From an optimization exercise on the open Yosys and OpenROAD flow, aimed at small area, a short achievable clock period and few clock cycles; shortcuts taken in it are not production practice.
Only simulation tests tie the RTL to the original design; equivalence was not proved.
Power is estimated from default activity; no workload was simulated.

**flow/run.sh**
```bash
#!/bin/bash
# synth_recipe.tcl (not shown) runs the flow's synth.tcl, then flattens the netlist and writes it again
# the make line also repeats each setting of config.mk as NAME=value (left out here)
make -C /OpenROAD-flow-scripts/flow DESIGN_CONFIG=/design/flow/config.mk WORK_HOME=/design/flow/orfs CLKGATE_MAP_FILE= SYNTH_SCRIPT=/design/flow/synth_recipe.tcl finish
```
**flow/design.v**
```verilog
module blcore (
    input  wire        clk,
    input  wire        rst,
    input  wire        req,
    input  wire        we,
    input  wire [10:0] addr,
    input  wire [31:0] wdata,
    output wire        ack,
    output wire        berr,
    output reg  [31:0] rdata
);
    localparam [10:0] A_CFG    = 11'h000;
    localparam [10:0] A_STATUS = 11'h004;
    localparam [10:0] A_CMD    = 11'h008;
    localparam [10:0] A_OPA    = 11'h00C;
    localparam [10:0] A_OPB    = 11'h010;
    localparam [10:0] A_RES    = 11'h014;
    localparam [10:0] A_SYM    = 11'h018;
    localparam [10:0] A_ERRPOS = 11'h020;
    localparam [7:0] OP_NOP    = 8'h00;
    localparam [7:0] OP_REV    = 8'h01;
    localparam [7:0] OP_ENC    = 8'h02;
    localparam [7:0] OP_DEC    = 8'h03;
    localparam [7:0] OP_XENC   = 8'h04;
    localparam [7:0] OP_XDEC   = 8'h05;
    localparam [7:0] OP_PACK   = 8'h06;
    localparam [7:0] OP_UNPACK = 8'h07;
    localparam [7:0] OP_CLRERR = 8'h0F;
    localparam [3:0] E_NONE      = 4'd0;
    localparam [3:0] E_UNKCHAR   = 4'd1;
    localparam [3:0] E_TOOLARGE  = 4'd4;
    localparam [3:0] E_INVSYM    = 4'd5;
    localparam [3:0] E_OPRANGE   = 4'd6;
    localparam [3:0] E_ILLEGAL   = 4'd7;
    reg        cfg_mode;
    reg        cfg_profile;
    reg [3:0]  cfg_gate;
    reg [7:0]  cfg_fallback;
    reg [3:0]  st_err;
    reg        st_sticky;
    reg [31:0] errpos;
    reg [31:0] opa;
    reg [31:0] opb;
    reg [31:0] res;
    reg [23:0] sym;
    reg [7:0]  chartab [0:255];    
    function [7:0] alpha;
        input [6:0] i;
        begin
            if (i < 7'd10)       alpha = 8'h30 + {1'b0, i};
            else if (i < 7'd36)  alpha = 8'h61 + {1'b0, i} - 8'd10;
            else if (i < 7'd62)  alpha = 8'h41 + {1'b0, i} - 8'd36;
            else begin
                case (i)
                    7'd62:   alpha = 8'h21;   
                    7'd63:   alpha = 8'h40;   
                    7'd64:   alpha = 8'h24;   
                    7'd65:   alpha = 8'h25;   
                    7'd66:   alpha = 8'h3F;   
                    7'd67:   alpha = 8'h26;   
                    7'd68:   alpha = 8'h3C;   
                    7'd69:   alpha = 8'h28;   
                    default: alpha = 8'h29;   
                endcase
            end
        end
    endfunction
    function [7:0] sym_index;
        input [7:0] b;
        begin
            if (b >= 8'h30 && b <= 8'h39)      sym_index = {1'b1, b[6:0] - 7'h30};
            else if (b >= 8'h61 && b <= 8'h7A) sym_index = {1'b1, b[6:0] - 7'h61 + 7'd10};
            else if (b >= 8'h41 && b <= 8'h5A) sym_index = {1'b1, b[6:0] - 7'h41 + 7'd36};
            else begin
                case (b)
                    8'h21:   sym_index = {1'b1, 7'd62};
                    8'h40:   sym_index = {1'b1, 7'd63};
                    8'h24:   sym_index = {1'b1, 7'd64};
                    8'h25:   sym_index = {1'b1, 7'd65};
                    8'h3F:   sym_index = {1'b1, 7'd66};
                    8'h26:   sym_index = {1'b1, 7'd67};
                    8'h3C:   sym_index = {1'b1, 7'd68};
                    8'h28:   sym_index = {1'b1, 7'd69};
                    8'h29:   sym_index = {1'b1, 7'd70};
                    default: sym_index = 8'h00;
                endcase
            end
        end
    endfunction
    function [15:0] rev16;
        input [15:0] x;
        integer k;
        begin
            for (k = 0; k < 16; k = k + 1)
                rev16[k] = x[15 - k];
        end
    endfunction
    function [7:0] rev8;
        input [7:0] x;
        integer k;
        begin
            for (k = 0; k < 8; k = k + 1)
                rev8[k] = x[7 - k];
        end
    endfunction
    wire in_tab   = addr[10];
    wire aligned  = (addr[1:0] == 2'b00);
    wire reg_hit  = (addr == A_CFG) || (addr == A_STATUS) || (addr == A_CMD) ||
                    (addr == A_OPA) || (addr == A_OPB) || (addr == A_RES) ||
                    (addr == A_SYM) || (addr == A_ERRPOS);
    wire mapped   = aligned && (reg_hit || in_tab);
    assign ack  = req && !rst;
    assign berr = !mapped;
    always @(*) begin
        rdata = 32'h0;
        if (in_tab)
            rdata = {24'h0, chartab[addr[9:2]]};
        else begin
            case (addr)
                A_CFG:    rdata = {16'h0, cfg_fallback, 2'b00, cfg_gate, cfg_profile, cfg_mode};
                A_STATUS: rdata = {26'h0, st_sticky, 1'b0, st_err};
                A_OPA:    rdata = opa;
                A_OPB:    rdata = opb;
                A_RES:    rdata = res;
                A_SYM:    rdata = {8'h0, sym};
                A_ERRPOS: rdata = errpos;
                default:  rdata = 32'h0;
            endcase
        end
    end
    wire do_write = req && we && mapped && !rst;
    wire do_cmd   = do_write && (addr == A_CMD);
    wire [7:0] op    = wdata[7:0];
    wire [1:0] wsel  = wdata[9:8];
    wire       rsv_bad = (wdata[31:10] != 22'h0) || (wsel == 2'b11);
    wire       op_ok = (op <= OP_UNPACK) || (op == OP_CLRERR);
    wire       illegal = rsv_bad || !op_ok;
    wire       w16 = (wsel == 2'b10) || ((wsel == 2'b00) && cfg_mode);
    wire [31:0] maxval = w16 ? 32'h0000_FFFF : 32'h0000_00FF;
    wire       opa_over = (opa > maxval);
    wire [15:0] rev_opa = w16 ? rev16(opa[15:0]) : {8'h0, rev8(opa[7:0])};
    wire [31:0] enc_limit = w16 ? 32'd357910 : 32'd5040;
    wire [18:0] enc_in = (op == OP_XENC) ? {3'b000, rev_opa} : opa[18:0];
    wire [18:0] enc_q1 = enc_in / 19'd71;
    wire [6:0]  enc_d0 = enc_in % 19'd71;
    wire [18:0] enc_q2 = enc_q1 / 19'd71;
    wire [6:0]  enc_d1 = enc_q1 % 19'd71;
    wire [6:0]  enc_d2 = enc_q2[6:0];
    wire [23:0] enc_sym = w16 ? {alpha(enc_d0), alpha(enc_d1), alpha(enc_d2)}
                              : {8'h00, alpha(enc_d0), alpha(enc_d1)};
    wire [7:0] si0 = sym_index(sym[7:0]);
    wire [7:0] si1 = sym_index(sym[15:8]);
    wire [7:0] si2 = sym_index(sym[23:16]);
    wire       dec_bad = !si0[7] || !si1[7] || (w16 && !si2[7]);
    wire [1:0] dec_pos = !si0[7] ? 2'd0 : (!si1[7] ? 2'd1 : 2'd2);
    wire [18:0] dec_val = w16 ? ({12'h0, si0[6:0]} * 19'd5041 + {12'h0, si1[6:0]} * 19'd71 + {12'h0, si2[6:0]})
                              : ({12'h0, si0[6:0]} * 19'd71 + {12'h0, si1[6:0]});
    wire        dec_over = ({13'h0, dec_val} > maxval);
    wire [15:0] rev_dec = w16 ? rev16(dec_val[15:0]) : {8'h0, rev8(dec_val[7:0])};
    wire [7:0] pack_ent = chartab[opa[7:0]];
    wire [15:0] pack_word = w16 ? {{3{cfg_profile}}, opb[5:0], pack_ent[6:0]}
                                : {3'b000, opb[5:0], pack_ent[6:0]};
    reg [7:0] unp_char;
    reg       unp_hit;
    integer   c;
    always @(*) begin
        unp_char = cfg_fallback;
        unp_hit  = 1'b0;
        for (c = 255; c >= 0; c = c - 1) begin
            if (chartab[c][7] && (chartab[c][6:0] == opa[6:0])) begin
                unp_char = c[7:0];
                unp_hit  = 1'b1;
            end
        end
    end
    wire [5:0] unp_col = w16 ? opa[12:7] : {5'b0, opa[7]};
    wire [2:0] unp_ld  = w16 ? opa[15:13] : 3'b000;
    wire [31:0] unp_res = {7'h0, !unp_hit, unp_char, unp_ld, unp_col, opa[6:0]};
    reg [3:0]  c_err;
    reg [31:0] c_errpos;
    reg        c_wr_res;
    reg [31:0] c_res;
    reg        c_wr_sym;
    reg [23:0] c_sym;
    always @(*) begin
        c_err    = E_NONE;
        c_errpos = 32'h0;
        c_wr_res = 1'b0;
        c_res    = 32'h0;
        c_wr_sym = 1'b0;
        c_sym    = 24'h0;
        if (illegal) begin
            c_err = E_ILLEGAL;
        end else begin
            case (op)
                OP_REV: begin
                    if (opa_over) c_err = E_OPRANGE;
                    else begin
                        c_wr_res = 1'b1;
                        c_res    = {16'h0, rev_opa};
                    end
                end
                OP_ENC: begin
                    if (opa > enc_limit) c_err = E_OPRANGE;
                    else begin
                        c_wr_sym = 1'b1;
                        c_sym    = enc_sym;
                    end
                end
                OP_XENC: begin
                    if (opa_over) c_err = E_OPRANGE;
                    else begin
                        c_wr_sym = 1'b1;
                        c_sym    = enc_sym;
                    end
                end
                OP_DEC: begin
                    if (dec_bad) begin
                        c_err    = E_INVSYM;
                        c_errpos = {16'd1, 14'd0, dec_pos};
                    end else begin
                        c_wr_res = 1'b1;
                        c_res    = {13'h0, dec_val};
                    end
                end
                OP_XDEC: begin
                    if (dec_bad) begin
                        c_err    = E_INVSYM;
                        c_errpos = {16'd1, 14'd0, dec_pos};
                    end else if (dec_over) begin
                        c_err = E_OPRANGE;
                    end else begin
                        c_wr_res = 1'b1;
                        c_res    = {16'h0, rev_dec};
                    end
                end
                OP_PACK: begin
                    if (opa > 32'hFF || opb > 32'h3F) c_err = E_OPRANGE;
                    else if (!pack_ent[7])             c_err = E_UNKCHAR;
                    else if (!w16 && opb[5:1] != 5'h0) c_err = E_TOOLARGE;
                    else begin
                        c_wr_res = 1'b1;
                        c_res    = {16'h0, pack_word};
                    end
                end
                OP_UNPACK: begin
                    if (opa_over) c_err = E_OPRANGE;
                    else begin
                        c_wr_res = 1'b1;
                        c_res    = unp_res;
                    end
                end
                default: ;   
            endcase
        end
    end
    wire cmd_nop    = !illegal && (op == OP_NOP);
    wire cmd_clrerr = !illegal && (op == OP_CLRERR);
    integer i;
    always @(posedge clk) begin
        if (rst) begin
            cfg_mode     <= 1'b1;
            cfg_profile  <= 1'b0;
            cfg_gate     <= 4'h0;
            cfg_fallback <= 8'h20;
            st_err       <= 4'h0;
            st_sticky    <= 1'b0;
            errpos       <= 32'h0;
            opa          <= 32'h0;
            opb          <= 32'h0;
            res          <= 32'h0;
            sym          <= 24'h0;
            for (i = 0; i < 256; i = i + 1)
                chartab[i] <= 8'h00;
        end else if (do_write) begin
            if (in_tab)
                chartab[addr[9:2]] <= wdata[7:0];
            else begin
                case (addr)
                    A_CFG: begin
                        cfg_mode     <= wdata[0];
                        cfg_profile  <= wdata[1];
                        cfg_gate     <= wdata[5:2];
                        cfg_fallback <= wdata[15:8];
                    end
                    A_OPA: opa <= wdata;
                    A_OPB: opb <= wdata;
                    A_SYM: sym <= wdata[23:0];
                    A_CMD: begin
                        if (!cmd_nop) begin
                            st_err <= c_err;
                            errpos <= c_errpos;
                            if (c_err != E_NONE) st_sticky <= 1'b1;
                            else if (cmd_clrerr) st_sticky <= 1'b0;
                            if (c_wr_res) res <= c_res;
                            if (c_wr_sym) sym <= c_sym;
                        end
                    end
                    default: ;
                endcase
            end
        end
    end
endmodule
```
**flow/constraint.sdc**
```tcl
create_clock -name core_clock -period 17.5 [get_ports {clk}]
set_input_delay 3.5000 -clock core_clock [delete_from_list [all_inputs] [get_ports {clk}]]
set_output_delay 3.5000 -clock core_clock [all_outputs]
set_load 0.01 [all_outputs]
```
**flow/config.mk**
```make
export PLATFORM = sky130hd
export DESIGN_NAME = blcore
export DESIGN_NICKNAME = blcore
export VERILOG_FILES = /design/flow/design.v
export SDC_FILE = /design/flow/constraint.sdc
export NUM_CORES = 8
export LEC_CHECK = 0
export CAP_MARGIN = 20
export CORE_MARGIN = 2
export CORE_UTILIZATION = 35
export SETUP_SLACK_MARGIN = 0.2
export SLEW_MARGIN = 20
```
==> key figures <==
Synthesis
  – Synthesized area per cell: 11.89 um^2
  – Syn Nets: 13400
  – Most used flip-flop cell after synthesis: sky130_fd_sc_hd__edfxtp_1
  – Number of distinct standard cells referenced by the synthesized netlist: 137
  – Synth Register Bits: 2190
  – Leading post-synthesis cells by cell area: sky130_fd_sc_hd__edfxtp_1 40%, sky130_fd_sc_hd__mux4_2 19%, sky130_fd_sc_hd__xnor2_1 9.7%, sky130_fd_sc_hd__and2_1 7.9%, sky130_fd_sc_hd__nor2_1 2.2%
  – Count of flip-flops with a built-in enable after synthesis: 2048
  – Synthesized netlist cell count: 13090
  – Yosys top cell by area: sky130_fd_sc_hd__edfxtp_1
  – Yosys warning count: 1
  – Post-synth top area share: 0.3954
  – Part of the Yosys area used for sequential elements: 0.4137
  – Async SR Flop Fraction: 0
  – Cell area after technology mapping: 155500 um^2

Die
  – Width of the die: 670.6 um
  – Initial core utilization: 0.3519
  – Number of rows in the core area: 244
  – Die Y: 670.6 um
  – Core area: 442100 um^2
  – Number of top-level pins: 81
  – Die outline area: 449800 um^2

Route
  – Total via count in the routed design: 117100
  – Number of remaining DRC errors: 0
  – Wire length after detailed routing: 600.3 mm
  – Length of the first detailed-routing pass in iterations: 8
  – Starting DRC count in detailed routing: 17470
  – Number of antenna-violating nets in the routed design: 0
  – Vias per inst: 6.073
  – Post-detailed-route wirelength per cell: 31.14 um

Placement
  – Global placement routability congestion: 0.9804
  – Count of input and output buffers: 80
  – Detailed Place HPWL: 420.9 mm

Global routing
  – Number of antenna violations at the first check in global routing: 64
  – Overflow left after global routing: 0
  – Via count of the first global-routing pass: 110000
  – Largest net degree at the start of global routing: 133
  – GRT Overall Usage: 0.2590
  – First-pass GRT wire length: 845.1 mm

Layout
  – Finished Core Util: 0.3949
  – Layout cells sized above 1: 0.2188
  – Multi-input combinational cell area: 87290 um^2
  – Sequential Area: 64390 um^2
  – Layout overhead on the synthesized area: 12.24%
  – Most frequent standard cell in the layout excluding fill and tap cells: sky130_fd_sc_hd__edfxtp_1
  – Number of inserted filler cells in the final layout: 41880
  – Most frequent cells in the layout: 2048 x sky130_fd_sc_hd__edfxtp_1, 1965 x sky130_fd_sc_hd__and2_1, 1709 x sky130_fd_sc_hd__xnor2_1
  – Final Net Count: 13450

Hold path
  – Path class of the lowest-slack min-delay path: register to register

Setup path
  – Buffers & Inverters on Critical Path: 9
  – Max stage delay on crit path: 560 ps
  – Most numerous cell on the critical path: sky130_fd_sc_hd__buf_4
  – Worst Path Max Fanout: 6
  – Largest delay share family, worst path: compound AO/OA/AOI/OAI gates
  – Worst setup EP type: register
  – Crit path launch type: input pin
  – Classification of the worst setup path: input pin to register
  – Required time of the critical path: 18350 ps
  – Crit path DAT: 17300 ps
  – Cell type of the slowest stage on the worst timing path: sky130_fd_sc_hd__or4_4
  – R2R Setup Slk: 3020 ps

STA
  – Unrepaired setup endpoints after global routing: no
  – Share of the clock period used by the worst path after layout: 0.9404
  – Clock period minus final worst setup slack: 16460 ps
  – Slew at the pin with the worst max-slew slack: 1300 ps
  – Worst-case headroom to the max-slew limit: 0.1336
  – Number of hold violations in the final report: 0
  – Achievable frequency: 60.76 MHz
  – Count of final setup violators: 0
  – Count of pins over their slew limit: 0
  – Final clock skew: 44.24 ps

Power
  – Part of the power in the clock network: 0.409
  – Cell Pwr Density: 75.37 nW/um^2
  – Post-layout power: 13.16 mW
  – Comb power frac: 0.116
  – Switching share of total power: 0.2675
  – Switching power: 3.520 mW
  – Power share of the sequential group: 0.475
  – Cell Int Power: 9.639 mW
  – Leakage power: 57.11 nW
  – VDD IR-drop max: 74.56 uV

Clock network
  – CTS hold repair buffers: 0
  – Number of buffers created by CTS: 262
  – Clock transition at the registers of the reported paths: 60 ps
  – H-Tree Level Count: 5
  – Clock latency (worst-skew pair): 940 ps
  – CTS sink count: 2190
  – Maximum clock path buffer count: 4
  – TritonCTS clock tree: yes
  – Clock root buffer master: sky130_fd_sc_hd__clkbuf_16

Outcome
  – Status: no timing/DRC/antenna violations

Flow run
  – Count of max-cap constraint violations: 0
-- stage by stage --
stage	cells	worst slack [ps]	area, um^2	hold WS, ps	TNS (ps)
after floorplan	13090	201.0	156100	431.5	0
after global placement	18780	60.01	166200	439.8	0
after detailed placement	18780	-102.1	166200	444.6	-187.1
after CTS	19230	824.9	174300	455.3	0
after global routing	19240	192.4	174500	468.9	0
final	19280	1043	174600	454.7	0
-- cells in the mapped netlist, types with 201 or more instances --
library cell	number
sky130_fd_sc_hd__clkbuf_1	721
sky130_fd_sc_hd__nand2_1	554
sky130_fd_sc_hd__mux4_2	1338
sky130_fd_sc_hd__a21oi_1	343
sky130_fd_sc_hd__nand4_1	523
sky130_fd_sc_hd__or2_2	280
sky130_fd_sc_hd__and2_1	1965
sky130_fd_sc_hd__edfxtp_1	2048
sky130_fd_sc_hd__inv_1	237
sky130_fd_sc_hd__xnor2_1	1714
sky130_fd_sc_hd__nor2_1	900
sky130_fd_sc_hd__buf_1	238
sky130_fd_sc_hd__ha_1	201
-- registers in the layout (all words and copies together), names as in the netlist, named ones only --
register and flops:
opa 32, cfg_mode 1, sym 24, errpos 3, cfg_fallback 8, res 25, opb 32, cfg_profile 1
st_err 3, st_sticky 1, cfg_gate 4, chartab 2048
-- timing repair --
action,in CTS,in global routing
resized for setup,0,20
setup endpoints to repair,0,14
buffers inserted,0,4
-- power by group through the flow --
stage,clock (mW),combinational (mW),sequential [mW]
global placement,0,1.46,6.34
floorplan,0,0.891,6.22
detailed placement,0,1.47,6.35
finish,5.39,1.52,6.25
CTS,5.39,1.47,6.24
global route,5.58,1.54,6.27
-- area by class of cell --
cell class                 instances  area share
tap                             5904     0.04231
multi-input combinational       9674      0.4999
timing repair buffer             766     0.03647
inverter                         245    0.005310
sequential                      2190      0.3688
antenna                           42   0.0006020
clock inverter                   147    0.007023
clock buffer                     310     0.03956
-- worst reg2reg max path, delay by kind of cell (launching register included) --
kind,cells,cell delay (ps)
AO/OA/AOI/OAI,28,5860
AND/OR/NAND/NOR,16,4220
buffers and inverters,10,1470
flip-flops,1,860
XOR/XNOR,5,730
adder cells (fa/ha/maj),3,690
multiplexers,3,570
-- worst paths after layout --
kind,cells past startpoint,endpoint,start
worst max-delay path,65,sym[12],wdata[9]
worst min-delay path,2,res[24],res[24]
worst max register to register,65,sym[12],opa[12]
worst min register to register,2,res[24],res[24]
-- kinds of logic after synthesis --
family                     Yosys count  share of synthesized area
xor gates and xnor gates          1891                     0.1068
adders and majority gates          269                    0.02447
and+or+nand+nor                   4874                     0.1721
AOI/OAI and AO/OA                 1232                    0.05463
muxes                             1408                     0.1985
DFF                               2190                     0.4137
buffers and inverters             1222                    0.02983
-- layer usage --
layer  vias up  share of wire  GRT usage  wire [um]
li1      48760              -          -          -
met1     59140           0.38     0.3470     229600
met2      7666           0.43     0.3836     258900
met3      1476           0.13    0.07411      76320
met4        40          0.059     0.1282      35270
met5         -        0.00047          0        285
Testbench counts, summed over its fixed seeds: cycles 56,088.

[afterwards: timing with drivers on the ports]
No port has a modelled driver above. Below, the same layout with a new extraction and two added sets of constraints.
Step 1, drivers: a clkbuf_16 drives clk and a buf_2 each remaining input, both assumed.
Step 2, shift: input delay + t, output delay - t, t = (earliest + latest rising clock arrival at the registers) / 2. This alone moves slack from input paths to output paths.
Slacks: ideal / step 1 / step 2; pairs: ideal / step 1.
t, ns: 1.035
setup slack, ns: 1.042 / 1.132 / 0.097
slew at the worst register clock pin (ns): 0.07 / 0.07
After both steps setup and hold are still met in this run. The setup slack of this run moves by +0.090 ns with the drivers and by -0.945 ns with both steps.
